From an optimization exercise on the open Yosys and OpenROAD flow, aimed at small area, a short achievable clock period and few clock cycles; shortcuts taken in it are not production practice. The RTL was checked by simulation tests, not by an equivalence proof against the original design.

## run.sh

```bash
#!/bin/bash
# synth_recipe.tcl (not shown) runs the flow's synth.tcl, then flattens the netlist and writes it again
# the make line also repeats each setting of config.mk as NAME=value (left out here)
make -C /OpenROAD-flow-scripts/flow DESIGN_CONFIG=/design/flow/config.mk WORK_HOME=/design/flow/orfs CLKGATE_MAP_FILE= SYNTH_SCRIPT=/design/flow/synth_recipe.tcl finish
```

## config.mk

```make
export PLATFORM = sky130hd
export DESIGN_NAME = ddr_cipher
export DESIGN_NICKNAME = ddr_cipher
export VERILOG_FILES = /design/flow/design.v
export SDC_FILE = /design/flow/constraint.sdc
export NUM_CORES = 4
export LEC_CHECK = 0
export CAP_MARGIN = 20
export CORE_MARGIN = 2
export CORE_UTILIZATION = 30
export PLACE_DENSITY = 0.4
export SLEW_MARGIN = 20
```

## constraint.sdc

```tcl
create_clock -name core_clock -period 14.0 [get_ports {clk}]
set_input_delay 2.8000 -clock core_clock [delete_from_list [all_inputs] [get_ports {clk}]]
set_output_delay 2.8000 -clock core_clock [all_outputs]
set_load 0.01 [all_outputs]
```

## design.v

```verilog
module ddr_cipher (
    input  wire         clk,
    input  wire         rst,           
    input  wire         cmd_valid,
    output wire         cmd_ready,
    input  wire [2:0]   cmd_op,
    input  wire [63:0]  cmd_block,     
    input  wire [127:0] cmd_key,       
    input  wire [4:0]   cmd_key_len,   
    input  wire [3:0]   cmd_rounds,    
    input  wire         cmd_srot,      
    output reg          rsp_valid,
    output reg  [63:0]  rsp_block,
    output reg          rsp_err,
    output wire [63:0]  rsp_nonce
);
    localparam [2:0] OP_KSCHED = 3'd0,
                     OP_NLOAD  = 3'd1,
                     OP_BENC   = 3'd2,
                     OP_BDEC   = 3'd3,
                     OP_MENC   = 3'd4,
                     OP_MDEC   = 3'd5;
    localparam [31:0] KP = 32'hB7E15163;
    localparam [31:0] KQ = 32'h9E3779B9;
    localparam [2:0] D_IDLE  = 3'd0,
                     D_KS    = 3'd1,    
                     D_ENC   = 3'd2,    
                     D_DEC   = 3'd3,    
                     D_MWAIT = 3'd4;    
    function [31:0] rotl32;
        input [31:0] a;
        input [4:0]  s;
        reg   [31:0] t;
        begin
            t = s[0] ? {a[30:0], a[31]}    : a;
            t = s[1] ? {t[29:0], t[31:30]} : t;
            t = s[2] ? {t[27:0], t[31:28]} : t;
            t = s[3] ? {t[23:0], t[31:24]} : t;
            t = s[4] ? {t[15:0], t[31:16]} : t;
            rotl32 = t;
        end
    endfunction
    function [31:0] rotr32;
        input [31:0] a;
        input [4:0]  s;
        reg   [31:0] t;
        begin
            t = s[0] ? {a[0],    a[31:1]}  : a;
            t = s[1] ? {t[1:0],  t[31:2]}  : t;
            t = s[2] ? {t[3:0],  t[31:4]}  : t;
            t = s[3] ? {t[7:0],  t[31:8]}  : t;
            t = s[4] ? {t[15:0], t[31:16]} : t;
            rotr32 = t;
        end
    endfunction
    function [63:0] enc_round;
        input [31:0] b0, b1, s1, s2;
        reg   [31:0] x0, x1;
        begin
            x0 = rotl32(b0 ^ b1, b1[4:0]) + s1;
            x1 = rotl32(b1 ^ x0, x0[4:0]) + s2;
            enc_round = {x0, x1};
        end
    endfunction
    function [63:0] dec_round;
        input [31:0] b0, b1, s1, s2;
        reg   [31:0] y0, y1;
        begin
            y1 = rotr32(b1 - s2, b0[4:0]) ^ b0;
            y0 = rotr32(b0 - s1, y1[4:0]) ^ y1;
            dec_round = {y0, y1};
        end
    endfunction
    reg          kvalid;
    reg  [3:0]   rm1;          
    reg          srot;
    reg  [63:0]  nonce;
    reg  [32*34-1:0] S;
    reg  [31:0]  ss;           
    reg  [127:0] L;            
    reg  [31:0]  ka, kb;       
    reg  [31:0]  sn;           
    reg  [5:0]   ki;           
    reg  [5:0]   kin;          
    reg  [5:0]   tm1;          
    reg  [1:0]   kj;           
    reg  [1:0]   kc_m1;        
    reg  [1:0]   kpass;        
    reg  [2:0]   dst;
    reg  [31:0]  b0, b1;
    reg  [3:0]   dj;           
    reg          dmdec;        
    reg          dhave;        
    reg  [63:0]  hold;         
    reg  [31:0]  kb0, kb1;
    reg  [3:0]   kr;
    reg          krun;         
    reg          ksv;          
    reg          pend;         
    reg          pend_err;
    reg  [63:0]  rnonce;
    assign rsp_nonce = rnonce;
    wire [31:0] s_first = S[31:0];
    function [63:0] rowsel;
        input [32*34-1:0] s;
        input [3:0]       j;
        integer q;
        begin
            rowsel = 64'd0;
            for (q = 0; q < 16; q = q + 1)
                rowsel = rowsel | ({64{j == q}} & s[64*q + 32 +: 64]);
        end
    endfunction
    wire [5:0]  kin_m1  = kin - 6'd1;
    wire [3:0]  d_row   = (dst == D_KS) ? kin_m1[4:1] : dj;
    wire [63:0] row_d   = rowsel(S, d_row);
    wire [63:0] row_k   = rowsel(S, kr);
    wire        d_last_e = (dj == rm1);
    wire        d_last_d = (dj == 4'd0);
    wire        k_last   = (kr == rm1);
    wire [31:0] ks_sa = sn + ka + kb;
    wire [4:0]  ks_x  = ka[4:0] + kb[4:0];
    wire [31:0] ks_a  = rotl32(ks_sa, srot ? 5'd3 : ks_x);
    wire [31:0] ks_lj = L[32*(3-kj) +: 32];
    wire [31:0] ks_lb = ks_lj + kb;
    wire [4:0]  ks_y  = ks_a[4:0] + kb[4:0];
    wire [31:0] ks_b  = rotl32(ks_a + ks_lb, ks_y);
    wire        ks_wrap = (ki == tm1);
    wire        ks_end  = ks_wrap && (kpass == 2'd2);
    wire [31:0] s_kin = (kin == 6'd0)  ? s_first :
                        (kin == 6'd33) ? S[32*33 +: 32] :
                        (kin[0] ? row_d[31:0] : row_d[63:32]);
    wire [31:0] d_s2e  = d_last_e ? ss : row_d[63:32];
    wire [63:0] d_enc  = enc_round(b0, b1, row_d[31:0], d_s2e);
    wire [63:0] d_dec  = dec_round(b0, b1, row_d[31:0], row_d[63:32]);
    wire [31:0] k_s2e  = k_last ? ss : row_k[63:32];
    wire [63:0] k_enc  = enc_round(kb0, kb1, row_k[31:0], k_s2e);
    reg [127:0] key_masked;
    integer n;
    always @(*) begin
        for (n = 0; n < 16; n = n + 1)
            key_masked[127 - 8*n -: 8] = (n < cmd_key_len) ? cmd_key[127 - 8*n -: 8] : 8'h00;
    end
    wire fin_e  = (dst == D_ENC) && d_last_e;
    wire fin_d  = (dst == D_DEC) && d_last_d && (!dmdec || dhave || ksv);
    wire busy_fin = fin_e || fin_d;
    assign cmd_ready = !pend && ((dst == D_IDLE) || busy_fin);
    wire accept = cmd_valid && cmd_ready;
    wire cons_mw  = (dst == D_MWAIT) && ksv;
    wire cons_dec = (dst == D_DEC) && dmdec && !dhave && ksv;
    wire cons_run = cons_mw || cons_dec;
    wire [63:0] dec_ks  = dhave ? hold : {kb0, kb1};
    wire [63:0] dec_res = {d_dec[63:32] - s_first, d_dec[31:0]} ^ (dmdec ? dec_ks : 64'd0);
    wire is_blk  = (cmd_op == OP_BENC) || (cmd_op == OP_BDEC) ||
                   (cmd_op == OP_MENC) || (cmd_op == OP_MDEC);
    wire is_imm  = (cmd_op == OP_NLOAD) || (cmd_op[2:1] == 2'b11) || (is_blk && !kvalid);
    wire imm_err = (cmd_op != OP_NLOAD);
    wire [63:0] nonce_inc = nonce + 64'd1;
    integer q;
    always @(posedge clk) begin
        if (krun) begin
            {kb0, kb1} <= k_enc;
            kr <= kr + 4'd1;
            if (k_last) begin
                krun <= 1'b0;
                ksv  <= 1'b1;
            end
        end
        case (dst)
        D_KS: begin
            for (q = 0; q < 34; q = q + 1)
                if (ki == q) S[32*q +: 32] <= ks_a;
            L[32*(3-kj) +: 32] <= ks_b;
            ka  <= ks_a;
            kb  <= ks_b;
            ss  <= ka + ks_a;
            sn  <= (kpass == 2'd0 && !ks_wrap) ? sn + KQ : s_kin;
            ki  <= kin;
            kin <= (kin == tm1) ? 6'd0 : kin + 6'd1;
            kj  <= (kj == kc_m1) ? 2'd0 : kj + 2'd1;
            if (ks_wrap) kpass <= kpass + 2'd1;
            if (ks_end) begin
                kvalid <= 1'b1;
                dst    <= D_IDLE;
                kb0  <= nonce[63:32] + S[31:0];
                kb1  <= nonce[31:0];
                kr   <= 4'd0;
                krun <= 1'b1;
                ksv  <= 1'b0;
            end
        end
        D_MWAIT: if (ksv) begin
            b0  <= (hold[63:32] ^ kb0) + s_first;
            b1  <= hold[31:0] ^ kb1;
            dj  <= 4'd0;
            dst <= D_ENC;
        end
        D_ENC: begin
            {b0, b1} <= d_enc;
            dj <= dj + 4'd1;
            if (d_last_e) dst <= D_IDLE;
        end
        D_DEC: begin
            if (cons_dec) begin
                hold  <= {kb0, kb1};
                dhave <= 1'b1;
            end
            if (!d_last_d || fin_d) begin
                {b0, b1} <= d_dec;
                dj <= dj - 4'd1;
            end
            if (fin_d) dst <= D_IDLE;
        end
        default: dst <= D_IDLE;
        endcase
        if (cons_run) begin
            kb0  <= nonce[63:32] + s_first;
            kb1  <= nonce[31:0];
            kr   <= 4'd0;
            krun <= 1'b1;
            ksv  <= 1'b0;
        end
        rsp_valid <= busy_fin || (dst == D_KS && ks_end) || pend;
        rsp_err   <= pend && pend_err;
        rsp_block <= fin_e ? d_enc : (fin_d ? dec_res : cmd_block);
        rnonce    <= nonce;
        pend      <= 1'b0;
        if (accept) begin
            if (is_imm) begin
                if (busy_fin) begin
                    pend     <= 1'b1;
                    pend_err <= imm_err;
                end else begin
                    rsp_valid <= 1'b1;
                    rsp_err   <= imm_err;
                    if (cmd_op == OP_NLOAD) rnonce <= cmd_block;
                end
            end
            case (cmd_op)
            OP_KSCHED: begin
                kvalid <= 1'b0;
                rm1    <= cmd_rounds;
                srot   <= cmd_srot;
                tm1    <= {1'b0, cmd_rounds, 1'b0} + 6'd3;
                L      <= key_masked;
                kc_m1  <= (cmd_key_len == 5'd0) ? 2'd0 : cmd_key_len[4:2] - {2'b0, (cmd_key_len[1:0] == 2'd0)};
                ka     <= 32'd0;
                kb     <= 32'd0;
                sn     <= KP;
                ki     <= 6'd0;
                kin    <= 6'd1;
                kj     <= 2'd0;
                kpass  <= 2'd0;
                krun   <= 1'b0;
                ksv    <= 1'b0;
                dst    <= D_KS;
            end
            OP_NLOAD: begin
                nonce <= cmd_block;
                kb0   <= cmd_block[63:32] + s_first;
                kb1   <= cmd_block[31:0];
                kr    <= 4'd0;
                krun  <= kvalid;
                ksv   <= 1'b0;
            end
            OP_BENC: if (kvalid) begin
                b0  <= cmd_block[63:32] + s_first;
                b1  <= cmd_block[31:0];
                dj  <= 4'd0;
                dst <= D_ENC;
            end
            OP_BDEC, OP_MDEC: if (kvalid) begin
                b0    <= cmd_block[63:32];
                b1    <= cmd_block[31:0] - ka;
                dj    <= rm1;
                dmdec <= cmd_op[2];
                dhave <= 1'b0;
                dst   <= D_DEC;
                if (cmd_op[2]) begin
                    nonce <= nonce_inc;
                    if (ksv && !cons_run && !(fin_d && dmdec && !dhave)) begin
                        hold  <= {kb0, kb1};
                        dhave <= 1'b1;
                        kb0   <= nonce_inc[63:32] + s_first;
                        kb1   <= nonce_inc[31:0];
                        kr    <= 4'd0;
                        krun  <= 1'b1;
                        ksv   <= 1'b0;
                    end
                end
            end
            OP_MENC: if (kvalid) begin
                hold  <= cmd_block;
                nonce <= nonce_inc;
                dst   <= D_MWAIT;
            end
            default: ;
            endcase
        end
        if (rst) begin
            dst       <= D_IDLE;
            kvalid    <= 1'b0;
            nonce     <= 64'd0;
            krun      <= 1'b0;
            ksv       <= 1'b0;
            pend      <= 1'b0;
            rsp_valid <= 1'b0;
        end
    end
endmodule
```

==> run summary, run 1 <==
status: timing/DRC/antenna clean
HP Class: flop to flop
Num CTS Buffers: 220
largest net degree at the start of global routing: 119
Max Root-Sink Buffers: 4
Max Freq: 74.7 MHz
Post-synth EDFFs: 1,134
Synth async-reset ratio: 0
syn_nets: 14,048
non-filler cells, final: 19,391
most frequent CP cell: a21o_1
detailed placement HPWL: 587,000 um
RSZ-0062 raised after global routing: no
Final setup viols: 0
CP required: 14.89 ns
syn avg cell area: 9.31 sq um
top_reg_cell synth: edfxtp_1
slowest stage delay, CP: 0.53 ns
vias in the first global route: 113,204
Worst Path Arrival: 14.28 ns
Top Layer Used: met5
die width: 646 um
die height: 646 um
# H-tree levels: 4
Synth Register Bits: 1,776
R2R Setup Slk: 0.62 ns
DR WL/cell: 39.6 um
worst reg2reg path depth: 58
Root Buffer: clkbuf_16
Area Growth Syn to Fin: 17.6%
CTS tree: built
MaxCap Viol Count: 0
wl on met1: 315,000 um
Core Rows: 235
Final ANT Viol Nets: 0
HP Start: L[2]
GRT Util Overall: 0.354
I/O pin cnt: 339
worst r2r dst: rsp_block[60]
Reg clk slew, reported paths: 0.07 ns
warnings from Yosys: 1
1st-pass router iterations: 10
initial cell density of the core: 0.301
via count: 121,166
Worst Tran Pin Value: 1.33 ns
initial antenna violation count: 90
Crit. End Element: flop
Sink Count: 1,776
Layout Utilization: 0.355
critical path class: flop to flop
CP Max Fanout: 14
dpl cells: 18,912
clock period minus final worst setup slack: 13.38 ns
area occupied by multi-input gates: 0.0723 sq mm
Initial DRC Count: 16,913
first-pass GRT wire length: 1,020,000 um
Die ar.: 0.417 sq mm
Critical-path top delay cell: or3b_4
Final period util: 0.956
Worst slew margin: 0.109
Cell Area, Synth: 0.124 sq mm
routed length on met3: 70,000 um
vias per cell: 6.25
post-synth cell types: 126
core area: 0.410 sq mm
routed length on met2: 333,000 um
grt total ovfl: 0
DRC viols: 0
clk_skew: 0.143 ns
Port Buffers: 338
Final TNS setup: 0 ns
Hold Path Sink: L[2]
Slew Limit Fails: 0
routability congestion estimate: 1.03
nets@finish: 14,477
fillers: 41,442
RR Startpoint: dst[0]
hold depth: 2
Mapped Cells: 13,283
Startpoint Class: flop
final wirelength: 769,000 um
Hold Vio Cnt, Final: 0
register area share after synthesis: 0.379
area occupied by registers: 0.0469 sq mm
Skew-Pair Late Insertion Delay: 1.05 ns
layout cell share with drive strength beyond 1: 0.134
[per-stage QoR]
stage	hold slack [ns]	worst slack (ns)	instance area (sq um)
2_1_floorplan	0.449	0.934	124000
3_3_place_gp	0.469	0.0926	137000
3_5_place_dp	0.475	0.292	137000
4_1_cts	0.489	0.220	145000
5_1_grt	0.507	0.0250	145000
6_report	0.486	0.617	145000
[Yosys cell counts (all sizes together) (78+ instances only)]
library cell / instances / area share
mux2i: 576 / 0.047
edfxtp: 1134 / 0.28
fa: 78 / 0.013
nand2b: 106 / 0.0054
a221oi: 341 / 0.024
a21o: 117 / 0.0071
xnor2: 512 / 0.036
nand3: 485 / 0.020
xor2: 331 / 0.024
nor3: 209 / 0.0086
and3: 136 / 0.0069
o211ai: 255 / 0.015
a21oi: 976 / 0.040
o22ai: 83 / 0.0042
a222oi: 78 / 0.0063
dfxtp: 642 / 0.10
nor2: 1112 / 0.034
a31oi: 95 / 0.0048
mux2: 229 / 0.021
nand4: 120 / 0.0061
o21ai: 729 / 0.030
a22oi: 448 / 0.027
inv: 508 / 0.015
a22o: 267 / 0.019
buf: 209 / 0.0076
a211oi: 157 / 0.0098
clkbuf: 744 / 0.023
mux4: 121 / 0.022
ha: 479 / 0.048
nand2: 1009 / 0.031
[worst max path at each step]
stage,endpoint,start,slack [ns]
after detailed placement,rsp_block[63],kin[0],0.29
after global placement,rsp_block[60],kin[0],0.09
after floorplan,rsp_block[60],kin[0],0.93
final,rsp_block[60],dst[0],0.62
after CTS,rsp_block[60],dst[0],0.22
after global routing,b1[30],kin[1],0.03
[state kept, by name (all words and copies together), names as in the netlist, 3 cells and up]
| register | cells |
|---|---|
| rnonce | 64 |
| L | 128 |
| kb | 32 |
| kb0 | 32 |
| nonce | 64 |
| hold | 64 |
| ka | 32 |
| b1 | 32 |
| tm1 | 5 |
| b0 | 32 |
| kr | 4 |
| ss | 32 |
| rm1 | 4 |
| dj | 4 |
| S | 1088 |
| ki | 6 |
| rsp_block | 64 |
| kin | 6 |
| dst | 3 |
| sn | 32 |
| kb1 | 32 |
[repair_timing]
action	4_1_cts	5_1_grt
hold buffers	0	0
buffers inserted	0	22
gates resized for setup	0	42
endpoints found under the setup margin	0	25
[area by class of cell]
class,instances,area share
clock buffers,271,0.0407
clock inverters,137,0.0113
diodes,42,0.000723
multi-input cells,10041,0.497
flip-flops and latches,1776,0.323
well taps,5451,0.0469
inverters,514,0.0134
repair buffers,1159,0.0671
[metal layers]
layer | vias to the layer above | track usage
li1 | 51147 | -
met1 | 61124 | 0.465
met2 | 7395 | 0.541
met3 | 1466 | 0.0714
met4 | 34 | 0.198
met5 | - | 0
[worst max-delay path: cells and delay by family, from the launching register on]
family | cells | cell delay (ns)
adders and majority gates | 3 | 0.88
AOI/OAI and AO/OA | 31 | 6.56
buffers and inverters | 9 | 1.60
DFF | 1 | 0.40
xor gates and xnor gates | 2 | 0.27
and+or+nand+nor | 13 | 3.55
[logic make-up (layout without fill, tap and decap cells)]
group,Yosys count,after routing,share of synthesized area
xor gates and xnor gates,849,849,0.0611
adders and majority gates,560,560,0.0613
and+or+nand+nor,3524,3525,0.130
DFF,1776,1776,0.379
buffers and inverters,1467,2081,0.0458
other,0,42,0
AOI/OAI and AO/OA,4181,4181,0.233
muxes,926,926,0.0896
[cells in the final DEF (no fill, tap or decap), types with 227 or more instances in the layout]
master,n
o21ai_0,704
buf_4,798
edfxtp_1,1134
o211ai_1,255
inv_1,496
xnor2_1,489
a221oi_1,337
mux2i_1,574
nor2_1,1056
clkdlybuf4s50_1,337
xor2_1,319
ha_1,478
a22o_1,267
nand2_1,999
dfxtp_1,632
a21oi_1,970
mux2_2,227
nand3_1,479
a22oi_1,448
Testbench counts, summed over its fixed seeds: cycles 7,248.
==> inputs of run 2 (changes only) <==
--- a/design.v
+++ b/design.v
@@ -55,2 +55,29 @@
     endfunction
+    function [31:0] add32;
+        input [31:0] a, b;
+        input        cin;
+        reg   [31:0] p, g, G, P;
+        integer lv, i, j;
+        begin
+            p = a ^ b;
+            g = a & b;
+            G = g;
+            P = p;
+            G[0] = g[0] | (p[0] & cin);
+            for (lv = 0; lv < 5; lv = lv + 1)
+                for (i = 0; i < 32; i = i + 1)
+                    if ((i >> lv) & 1) begin
+                        j = ((i >> (lv + 1)) << (lv + 1)) + (1 << lv) - 1;
+                        G[i] = G[i] | (P[i] & G[j]);
+                        P[i] = P[i] & P[j];
+                    end
+            add32 = p ^ {G[30:0], cin};
+        end
+    endfunction
+    function [31:0] sub32;
+        input [31:0] a, b;
+        begin
+            sub32 = add32(a, ~b, 1'b1);
+        end
+    endfunction
     function [63:0] enc_round;
@@ -59,4 +86,4 @@
         begin
-            x0 = rotl32(b0 ^ b1, b1[4:0]) + s1;
-            x1 = rotl32(b1 ^ x0, x0[4:0]) + s2;
+            x0 = add32(rotl32(b0 ^ b1, b1[4:0]), s1, 1'b0);
+            x1 = add32(rotl32(b1 ^ x0, x0[4:0]), s2, 1'b0);
             enc_round = {x0, x1};
@@ -68,4 +95,4 @@
         begin
-            y1 = rotr32(b1 - s2, b0[4:0]) ^ b0;
-            y0 = rotr32(b0 - s1, y1[4:0]) ^ y1;
+            y1 = rotr32(sub32(b1, s2), b0[4:0]) ^ b0;
+            y0 = rotr32(sub32(b0, s1), y1[4:0]) ^ y1;
             dec_round = {y0, y1};
@@ -94,4 +121,6 @@
     reg  [63:0]  hold;         
+    reg  [63:0]  prow;         
     reg  [31:0]  kb0, kb1;
     reg  [3:0]   kr;
+    reg  [15:0]  koh;          
     reg          krun;         
@@ -105,3 +134,3 @@
         input [32*34-1:0] s;
-        input [3:0]       j;
+        input [15:0]      oh;
         integer q;
@@ -110,9 +139,13 @@
             for (q = 0; q < 16; q = q + 1)
-                rowsel = rowsel | ({64{j == q}} & s[64*q + 32 +: 64]);
+                rowsel = rowsel | ({64{oh[q]}} & s[64*q + 32 +: 64]);
+        end
+    endfunction
+    function [15:0] onehot16;
+        input [3:0] i;
+        integer q;
+        begin
+            for (q = 0; q < 16; q = q + 1)
+                onehot16[q] = (i == q);
         end
     endfunction
-    wire [5:0]  kin_m1  = kin - 6'd1;
-    wire [3:0]  d_row   = (dst == D_KS) ? kin_m1[4:1] : dj;
-    wire [63:0] row_d   = rowsel(S, d_row);
-    wire [63:0] row_k   = rowsel(S, kr);
     wire        d_last_e = (dj == rm1);
@@ -120,3 +153,5 @@
     wire        k_last   = (kr == rm1);
-    wire [31:0] ks_sa = sn + ka + kb;
+    wire [31:0] ks_cs_s = sn ^ ka ^ kb;
+    wire [31:0] ks_cs_c = (sn & ka) | (sn & kb) | (ka & kb);
+    wire [31:0] ks_sa = add32(ks_cs_s, {ks_cs_c[30:0], 1'b0}, 1'b0);
     wire [4:0]  ks_x  = ka[4:0] + kb[4:0];
@@ -124,13 +159,10 @@
     wire [31:0] ks_lj = L[32*(3-kj) +: 32];
-    wire [31:0] ks_lb = ks_lj + kb;
+    wire [31:0] ks_lb = add32(ks_lj, kb, 1'b0);
     wire [4:0]  ks_y  = ks_a[4:0] + kb[4:0];
-    wire [31:0] ks_b  = rotl32(ks_a + ks_lb, ks_y);
+    wire [31:0] ks_b  = rotl32(add32(ks_a, ks_lb, 1'b0), ks_y);
     wire        ks_wrap = (ki == tm1);
     wire        ks_end  = ks_wrap && (kpass == 2'd2);
-    wire [31:0] s_kin = (kin == 6'd0)  ? s_first :
-                        (kin == 6'd33) ? S[32*33 +: 32] :
-                        (kin[0] ? row_d[31:0] : row_d[63:32]);
-    wire [31:0] d_s2e  = d_last_e ? ss : row_d[63:32];
-    wire [63:0] d_enc  = enc_round(b0, b1, row_d[31:0], d_s2e);
-    wire [63:0] d_dec  = dec_round(b0, b1, row_d[31:0], row_d[63:32]);
+    wire [63:0] d_enc  = enc_round(b0, b1, prow[31:0], prow[63:32]);
+    wire [63:0] d_dec  = dec_round(b0, b1, prow[31:0], prow[63:32]);
+    wire [63:0] row_k  = rowsel(S, koh);
     wire [31:0] k_s2e  = k_last ? ss : row_k[63:32];
@@ -152,3 +184,3 @@
     wire [63:0] dec_ks  = dhave ? hold : {kb0, kb1};
-    wire [63:0] dec_res = {d_dec[63:32] - s_first, d_dec[31:0]} ^ (dmdec ? dec_ks : 64'd0);
+    wire [63:0] dec_res = {sub32(d_dec[63:32], s_first), d_dec[31:0]} ^ (dmdec ? dec_ks : 64'd0);
     wire is_blk  = (cmd_op == OP_BENC) || (cmd_op == OP_BDEC) ||
@@ -157,8 +189,41 @@
     wire imm_err = (cmd_op != OP_NLOAD);
-    wire [63:0] nonce_inc = nonce + 64'd1;
+    reg  [63:0] nonce_inc;
+    integer m;
+    always @(*) begin
+        for (m = 0; m < 64; m = m + 1)
+            nonce_inc[m] = nonce[m] ^ (&(nonce | ~((64'd1 << m) - 64'd1)));
+    end
+    wire        cmd_dec = (cmd_op == OP_BDEC) || (cmd_op == OP_MDEC);
+    wire        d_stall = (dst == D_DEC) && d_last_d && !fin_d;
+    wire [5:0]  kin_m1  = kin - 6'd1;
+    reg  [3:0]  dpi;
+    reg         dpi_enc;
+    always @(*) begin
+        dpi_enc = 1'b0;
+        if (dst == D_KS) begin
+            dpi = kin_m1[4:1];
+        end else if (accept) begin
+            dpi     = cmd_dec ? rm1 : 4'd0;
+            dpi_enc = (cmd_op == OP_BENC);
+        end else if (dst == D_ENC) begin
+            dpi     = dj + 4'd1;
+            dpi_enc = 1'b1;
+        end else if (dst == D_DEC) begin
+            dpi = d_stall ? dj : dj - 4'd1;
+        end else begin
+            dpi     = 4'd0;
+            dpi_enc = 1'b1;
+        end
+    end
+    wire [63:0] row_d = rowsel(S, onehot16(dpi));
+    wire [31:0] s_kin = (kin == 6'd0)  ? s_first :
+                        (kin == 6'd33) ? S[32*33 +: 32] :
+                        (kin[0] ? row_d[31:0] : row_d[63:32]);
     integer q;
     always @(posedge clk) begin
+        prow <= {(dpi_enc && dpi == rm1) ? ss : row_d[63:32], row_d[31:0]};
         if (krun) begin
             {kb0, kb1} <= k_enc;
-            kr <= kr + 4'd1;
+            kr  <= kr + 4'd1;
+            koh <= {koh[14:0], 1'b0};
             if (k_last) begin
@@ -175,3 +240,3 @@
             kb  <= ks_b;
-            ss  <= ka + ks_a;
+            ss  <= add32(ka, ks_a, 1'b0);
             sn  <= (kpass == 2'd0 && !ks_wrap) ? sn + KQ : s_kin;
@@ -184,5 +249,6 @@
                 dst    <= D_IDLE;
-                kb0  <= nonce[63:32] + S[31:0];
+                kb0  <= add32(nonce[63:32], s_first, 1'b0);
                 kb1  <= nonce[31:0];
                 kr   <= 4'd0;
+                koh  <= 16'd1;
                 krun <= 1'b1;
@@ -192,3 +258,3 @@
         D_MWAIT: if (ksv) begin
-            b0  <= (hold[63:32] ^ kb0) + s_first;
+            b0  <= add32(hold[63:32] ^ kb0, s_first, 1'b0);
             b1  <= hold[31:0] ^ kb1;
@@ -216,5 +282,6 @@
         if (cons_run) begin
-            kb0  <= nonce[63:32] + s_first;
+            kb0  <= add32(nonce[63:32], s_first, 1'b0);
             kb1  <= nonce[31:0];
             kr   <= 4'd0;
+            koh  <= 16'd1;
             krun <= 1'b1;
@@ -259,5 +326,6 @@
                 nonce <= cmd_block;
-                kb0   <= cmd_block[63:32] + s_first;
+                kb0   <= add32(cmd_block[63:32], s_first, 1'b0);
                 kb1   <= cmd_block[31:0];
                 kr    <= 4'd0;
+                koh   <= 16'd1;
                 krun  <= kvalid;
@@ -266,3 +334,3 @@
             OP_BENC: if (kvalid) begin
-                b0  <= cmd_block[63:32] + s_first;
+                b0  <= add32(cmd_block[63:32], s_first, 1'b0);
                 b1  <= cmd_block[31:0];
@@ -273,3 +341,3 @@
                 b0    <= cmd_block[63:32];
-                b1    <= cmd_block[31:0] - ka;
+                b1    <= sub32(cmd_block[31:0], ka);
                 dj    <= rm1;
@@ -283,5 +351,6 @@
                         dhave <= 1'b1;
-                        kb0   <= nonce_inc[63:32] + s_first;
+                        kb0   <= add32(nonce_inc[63:32], s_first, 1'b0);
                         kb1   <= nonce_inc[31:0];
                         kr    <= 4'd0;
+                        koh   <= 16'd1;
                         krun  <= 1'b1;
--- a/config.mk
+++ b/config.mk
@@ -9,4 +9,5 @@
 export CORE_MARGIN = 2
-export CORE_UTILIZATION = 30
-export PLACE_DENSITY = 0.4
+export CORE_UTILIZATION = 45
+export PLACE_DENSITY = 0.55
+export SETUP_SLACK_MARGIN = 4
 export SLEW_MARGIN = 20
==> run 2 against run 1 <==
  * Global-route usage rose by 12 points
  * Area after synthesis down 1.9%
  * Non-clock buffer count is 191 lower
  * Hold slack about the same
  * Routed wire length fell by 12%
==> run summary, run 2 <==
Post-synth top cells: edfxtp_1 (1,134), nand2_1 (1,124), nor2_1 (1,070)
Post-synth EDFFs: 1,134 (unchanged)
grt total ovfl: 0 (unchanged)
Final TNS setup: 0 ns (unchanged)
Crit. End Element: flop
vias in the first global route: 109,156 (-3.6%)
via count: 119,117 (-1.7%)
Top reg by flops: S
clock period minus final worst setup slack: 10.06 ns (-3.33 ns)
CTS tree: built
vias per cell: 7.09 (+13%)
clk_skew: 0.120 ns (-0.0239 ns)
initial cell density of the core: 0.453 (+0.151)
die width: 523 um (-19%)
max reg flops: 1,088 (unchanged)
nets@finish: 13,867 (-4.2%)
RSZ-0062 raised after global routing: yes
detailed placement HPWL: 481,000 um (-18%)
Critical-path top delay cell: xnor2_1
Worst slew margin: 0.0910 (-0.0184)
Mapped Cells: 12,781 (-3.8%)
initial antenna violation count: 83 (-7.8%)
CP required: 14.77 ns (-0.12 ns)
I/O pin cnt: 339 (unchanged)
area occupied by multi-input gates: 0.0708 sq mm (-2.1%)
Initial DRC Count: 18,603 (+10%)
HP Class: flop to flop
Synth Register Bits: 1,856 (+4.5%)
Skew-Pair Late Insertion Delay: 1.00 ns (-0.05 ns)
area occupied by registers: 0.0488 sq mm (+3.9%)
status: timing/DRC/antenna clean
final wirelength: 673,000 um (-12%)
first-pass GRT wire length: 899,000 um (-12%)
Slew Limit Fails: 0 (unchanged)
Cell Area, Synth: 0.121 sq mm (-1.9%)
Num CTS Buffers: 207 (-5.9%)
Core Rows: 190 (-19%)
CP Max Fanout: 31 (+17)
most common cell after layout, fill and taps aside: edfxtp_1
Area Growth Syn to Fin: 17.0%
fillers: 23,765 (-43%)
cell taking the most area after synthesis: edfxtp_1
Final period util: 0.718 (-0.238)
Synth async-reset ratio: 0 (unchanged)
Reg clk slew, reported paths: 0.06 ns (about the same)
Port Buffers: 338 (unchanged)
MaxCap Viol Count: 0 (unchanged)
syn_nets: 13,614 (-3.1%)
most frequent CP cell: xnor2_1
core area: 0.268 sq mm (-35%)
main area contributors after synthesis: edfxtp_1 (28%), dfxtp_1 (12%), ha_1 (5.3%), mux2i_1 (4.3%), a21oi_1 (3.7%)
DR WL/cell: 40.0 um (+1.0%)
layout cell share with drive strength beyond 1: 0.139 (+0.00507)
DRC viols: 0 (unchanged)
largest net degree at the start of global routing: 96 (-19%)
GRT Util Overall: 0.472 (+0.118)
critical path class: flop to flop
cts-stage hold buffer count: 0 (unchanged)
Max Root-Sink Buffers: 4 (unchanged)
Worst Tran Pin Value: 1.36 ns (+0.0372 ns)
# H-tree levels: 4 (unchanged)
Final ANT Viol Nets: 0 (unchanged)
Startpoint Class: flop
top_reg_cell synth: edfxtp_1
register area share after synthesis: 0.400 (+0.0208)
commonest cells after routing, fill and taps aside: edfxtp_1 (1,134), nand2_1 (1,118), nor2_1 (1,003)
post-synth cell types: 113 (-10%)
die height: 523 um (-19%)
routability congestion estimate: 1.13 (+9.5%)
slowest stage delay, CP: 0.92 ns (+0.39 ns)
Final setup viols: 0 (unchanged)
Sink Count: 1,856 (+4.5%)
1st-pass router iterations: 9 (-1)
Hold Vio Cnt, Final: 0 (unchanged)
syn avg cell area: 9.49 sq um (+1.9%)
Root Buffer: clkbuf_16
Worst Path Arrival: 10.83 ns (-3.45 ns)
largest registers: S (1088), L (128)
count leader, synth: edfxtp_1
share of the synthesized area in the top cell type: 0.281 (+0.00548)
warnings from Yosys: 1 (unchanged)
Layout Utilization: 0.529 (+0.175)
Max Freq: 99.4 MHz (+33%)
Die ar.: 0.274 sq mm (-34%)
[run 2: changes by cell type after synthesis, sizes merged, moves of 70 or more]
cell and delta:
nand2 +115, dfxtp +80, xnor2 -120, mux2 -78, a21oi -74, a22o +81
a22oi +70, inv -152
[run 2: metal layers]
| metal | part of all wire | GRT usage | up-vias |
|---|---|---|---|
| met1 | 0.35 | 0.569 | 57889 |
| met2 | 0.41 | 0.687 | 9608 |
| li1 | - | - | 48865 |
| met4 | 0.11 | 0.403 | 58 |
| met5 | 0.00057 | 0 | - |
| met3 | 0.13 | 0.146 | 2697 |
[run 2: cells by family (layout without fill, tap and decap cells)]
| logic type | Yosys count | in the layout | share of synthesized area |
|---|---|---|---|
| xor gates and xnor gates | 753 | 754 | 0.0559 |
| DFF | 1856 | 1856 | 0.400 |
| buffers and inverters | 1288 | 1715 | 0.0405 |
| muxes | 758 | 758 | 0.0736 |
| AOI/OAI and AO/OA | 4014 | 4014 | 0.228 |
| adders and majority gates | 625 | 625 | 0.0714 |
| and+or+nand+nor | 3487 | 3488 | 0.130 |
| other | 0 | 50 | 0 |
[run 2: what timing repair did]
item / in CTS / in global routing
pin swaps: 50 / 121
setup buffers: 63 / 124
gates resized for setup: 275 / 317
endpoints found under the setup margin: 258 / 223
cloned: 10 / 7
[run 2: path summary, 6_finish.rpt]
path / slack (ns) / to / startpoint / cells past startpoint
setup / recovery: 3.94 / kb1[31] / koh[7] / 35
hold / removal: 0.49 / L[62] / L[62] / 2
setup reg to reg: 3.94 / kb1[31] / koh[7] / 35
hold reg to reg: 0.49 / L[62] / L[62] / 2
[run 2: cell type report]
cell class	instances	area share
Timing Repair Buffer	968	0.0639
Multi-Input combinational cell	9639	0.499
Timing Repair inverter	1	0.0000529
Tap cell	3552	0.0313
Sequential cell	1856	0.344
Antenna cell	50	0.000882
Clock buffer	279	0.0408
Inverter	361	0.00989
Clock inverter	106	0.00997
[run 2: through the flow]
step                      hold slack, ns  setup WS [ns]  cell area, sq um  std cells
after global placement             0.457           1.81            130000      16156
after floorplan                    0.422           4.04            121000      12781
after detailed placement           0.463           1.95            130000      16159
final                              0.485           3.94            142000      16812
after global routing               0.508           3.68            142000      16764
after CTS                          0.478           3.99            139000      16617
[run 2: worst max-delay path: cells and delay by family, from the launching register on]
kind | cells | cell delay (ns)
XOR/XNOR | 4 | 1.90
flip-flops | 1 | 0.41
AND/OR/NAND/NOR | 8 | 1.75
buffers and inverters | 1 | 0.35
adder cells (fa/ha/maj) | 3 | 1.38
AO/OA/AOI/OAI | 17 | 3.17
multiplexers | 2 | 0.80
Testbench counts of run 2, summed over its fixed seeds: cycles 7,248.

[afterwards: timing with drivers on the ports]
The results above use ideal ports. As a check the final layouts listed here were re-extracted and re-timed, cells and wires unchanged.
Step 1 assumes that a clkbuf_16 drives the clock port and a buf_2 every other input.
Step 2 adds t to the input delays and takes it off the output delays; t is the mean of the earliest and latest rising clock arrival at the registers after step 1. Input paths then give back, and output paths get back, about the clock's delay inside the block.
a / b / c = no drivers / after step 1 / after step 2; a / b = the first two.
run	t (ns)	setup slack, ns	worst register clock-pin slew, ns	pins driven straight from the clock port
run 1	1.109	0.617 / 0.617 / 0.617	0.08 / 0.08	1
run 2	1.030	3.944 / 3.944 / 3.944	0.07 / 0.07	1
After both steps every run listed still meets setup and hold.
